This is an optimization exercise on Yosys and OpenROAD, whose aim is small area, a short achievable clock period and few clock cycles, not a production implementation.
In this exercise RTL edits were held to simulation tests only and were not proved equivalent to the original.
Power is estimated from default activity; no workload was simulated.

Design live_timer, start of the top module:
module live_timer #(
    parameter integer NT = 16
) (
    input  wire        clk,
    input  wire        rst,             
    input  wire        cmd_valid,
    input  wire [1:0]  cmd_op,          
    input  wire [3:0]  cmd_slot,
    input  wire [6:0]  cmd_node,
    input  wire [7:0]  cmd_fidx,
    input  wire [31:0] cmd_tmo,
    output wire        cmd_ready,
    output wire        idle,
    output reg         alert_valid,
    output reg  [3:0]  alert_slot,
    output reg  [6:0]  alert_node,
    output reg  [7:0]  alert_fidx,
    output reg         rd_valid,
    output reg  [31:0] rd_rem
);
==> flow/config.mk <==
export PLATFORM = sky130hd
export DESIGN_NAME = live_timer
export DESIGN_NICKNAME = live_timer
export VERILOG_FILES = /design/flow/design.v
export SDC_FILE = /design/flow/constraint.sdc
export NUM_CORES = 4
export LEC_CHECK = 0
export CAP_MARGIN = 20
export CORE_MARGIN = 2
export CORE_UTILIZATION = 60
export CTS_CLUSTER_DIAMETER = 70
export CTS_CLUSTER_SIZE = 30
export SLEW_MARGIN = 60
export TNS_END_PERCENT = 100
==> flow/constraint.sdc <==
create_clock -name core_clock -period 10.0 [get_ports {clk}]
set_input_delay 2.0000 -clock core_clock [delete_from_list [all_inputs] [get_ports {clk}]]
set_output_delay 2.0000 -clock core_clock [all_outputs]
set_load 0.01 [all_outputs]
standard.sh (not shown) runs the stock make flow with config.mk's settings and CLKGATE_MAP_FILE= SYNTH_SCRIPT=/design/flow/synth_recipe.tcl, a recipe that flattens the netlist after the stock synthesis.
==> flow/flow/run.sh <==
#!/bin/bash
# Standard layout (the standard.sh: the standard synthesis and ORFS
# flow). The SDC, clock period and I/O constraints are the design's own;
# only how hard the resizer works differs: a tighter setup-repair target,
# cell resizing not limited to the same footprint, and plain buffers
# (instead of delay cells) on the ports.
set -euo pipefail
bash standard.sh SETUP_SLACK_MARGIN=6.9 MATCH_CELL_FOOTPRINT=0 \
    "BUFFER_PORTS_ARGS=-buffer_cell sky130_fd_sc_hd__buf_4" \
    finish > standard_flow.log 2>&1
The baseline went through all stages and came out clean.
Testbench counts at the start, summed over its fixed seeds: cycles 24,044.
Rerun with:
Settings changed: CTS_CLUSTER_DIAMETER 70 to 60, CTS_CLUSTER_SIZE 30 to 25.
After rerunning: Global-route usage increases by 0.17 points. Via count increases by 1.5%. Critical path depth is unchanged. Wire length increases by 0.55%. Hold slack barely changes. Final cell count increases by 0.91%. Cell area increases by 1.9%.
Rerun with:
==> flow/flow/run.sh (replaced) <==
#!/bin/bash
# Standard layout (the standard.sh: the standard synthesis and ORFS
# flow). The SDC, clock period and I/O constraints are the design's own;
# only how hard the resizer works differs: a tighter setup-repair target
# and cell resizing not limited to the same footprint.
set -euo pipefail
bash standard.sh SETUP_SLACK_MARGIN=7.0 MATCH_CELL_FOOTPRINT=0 finish > standard_flow.log 2>&1
Settings changed: SLEW_MARGIN 60 to 20.
After rerunning: Cell count goes up by about 2%. Final area goes up by 2.7%. Clock-buffer cell count came out higher by 8. Worst setup slack gets better by 0.040 ns. Register-to-register slack improves by 0.05 ns. Wire length increases by about 6%. Global-route usage is higher by 2.5 points. Via count is higher by 2.7%.
Rerun with:
==> flow/flow/run.sh (replaced) <==
#!/bin/bash
# Standard layout (the standard.sh: the standard synthesis and ORFS
# flow). The SDC, clock period and I/O constraints are the design's own;
# only how hard the resizer works differs: a tighter setup-repair target,
# cell resizing not limited to the same footprint, and plain buffers
# (instead of delay cells) on the ports.
set -euo pipefail
bash standard.sh SETUP_SLACK_MARGIN=7.05 MATCH_CELL_FOOTPRINT=0 \
    "BUFFER_PORTS_ARGS=-buffer_cell sky130_fd_sc_hd__buf_4" \
    finish > standard_flow.log 2>&1
Settings changed: SLEW_MARGIN 20 to 60.
Non-clock buffer count drops by 81.
Global-route usage is lower by 1.5 points.
Setup slack is worse by 0.077 ns.
Utilization drops by 0.88 points.
Area after synthesis does not change.
Routed wire length falls by 3.4%.
Maximum frequency is lower by 2.3%.
Count of clock-buffer cells in the layout shrinks by 6.
Clock power climbs by about 2%.
Sequential power hardly moves.
Rerun with:
--- a/flow/flow/run.sh
+++ b/flow/flow/run.sh
@@ -6,5 +6,5 @@
 # (instead of delay cells) on the ports.
 set -euo pipefail
-bash standard.sh SETUP_SLACK_MARGIN=7.05 MATCH_CELL_FOOTPRINT=0 \
+bash standard.sh SETUP_SLACK_MARGIN=6.9 MATCH_CELL_FOOTPRINT=0 \
     "BUFFER_PORTS_ARGS=-buffer_cell sky130_fd_sc_hd__buf_4" \
     finish > standard_flow.log 2>&1
Settings changed: CORE_UTILIZATION 60 to 65, CTS_CLUSTER_DIAMETER 60 to 70, CTS_CLUSTER_SIZE 25 to 30.
=>
- The new run produced a clean layout
- design area falls by a few percent
- cell count falls by a few percent
- first-iteration DRC count rises by a quarter to a third

---

live_timer, a different RTL version from the one above (not shown whole).
Size in the first run: roughly 110 I/O pins, roughly 0.068 sq mm of cells after synthesis.
Settings: LEC_CHECK=0, CAP_MARGIN=20, CORE_MARGIN=2, CORE_UTILIZATION=40, SLEW_MARGIN=20; clock period 10.0 ns.
run.sh (not shown) runs the stock make flow with config.mk's settings and CLKGATE_MAP_FILE= SYNTH_SCRIPT=/design/flow/synth_recipe.tcl, a recipe that flattens the netlist after the stock synthesis.
Stock flow here: none of the scripts above is used.
The first run went through all stages and came out clean.
Testbench counts at the start, summed over its fixed seeds: cycles 24,036.
Next try:
Settings changed: ABC_CLOCK_PERIOD_IN_PS from default to 3000, SETUP_SLACK_MARGIN from default to 5.
Clock power hardly moves.
Via count is about the same.
Sequential cell count does not change.
Cell area stays flat.
Worst setup slack improves by 0.18 ns.

==> re-timing with driven ports <==
The flow's constraints put no driver on any port. The routed layouts listed below were extracted and timed again, unchanged, in two steps.
Step 1 (the two cells are an assumption about what drives the block):
set clk [get_ports {clk}]
set_driving_cell -lib_cell sky130_fd_sc_hd__clkbuf_16 $clk
set_driving_cell -lib_cell sky130_fd_sc_hd__buf_2 [delete_from_list [all_inputs] $clk]
Step 2 also shifts input and output timing later by t, the mid clock arrival at the registers, as if the neighbouring blocks saw the same clock.
a / b / c = ideal / step 1 / step 2; a / b = the first two.
run	t, ns	setup WS [ns]	worst hold slack (ns)	worst setup path at the end	worst data-port slew with drivers (ns)
the first run of note 1	0.792	6.825 / 6.746 / 6.128	0.430 / 0.430 / 0.430	input to register	0.06
the second run of note 1	0.828	6.774 / 6.693 / 6.086	0.428 / 0.428 / 0.428	input to register	0.06
the third run of note 1	0.815	6.814 / 6.735 / 6.170	0.429 / 0.429 / 0.429	input to register	0.06
the fourth run of note 1	0.827	6.738 / 6.658 / 6.199	0.435 / 0.435 / 0.435	input to register	0.09
the fifth run of note 1	0.774	6.802 / 6.722 / 6.164	0.444 / 0.444 / 0.444	input to register	0.13
the first run of note 2	0.909	4.627 / 4.685 / 3.776	0.441 / 0.441 / 0.441	input to register	0.12
the second run of note 2	0.907	4.804 / 4.766 / 3.859	0.443 / 0.443 / 0.443	input to register	0.12
After both steps every run listed still meets setup and hold. The setup slack of the second run of note 2, which loses most, moves by -0.038 ns with the drivers and by -0.945 ns with both steps.
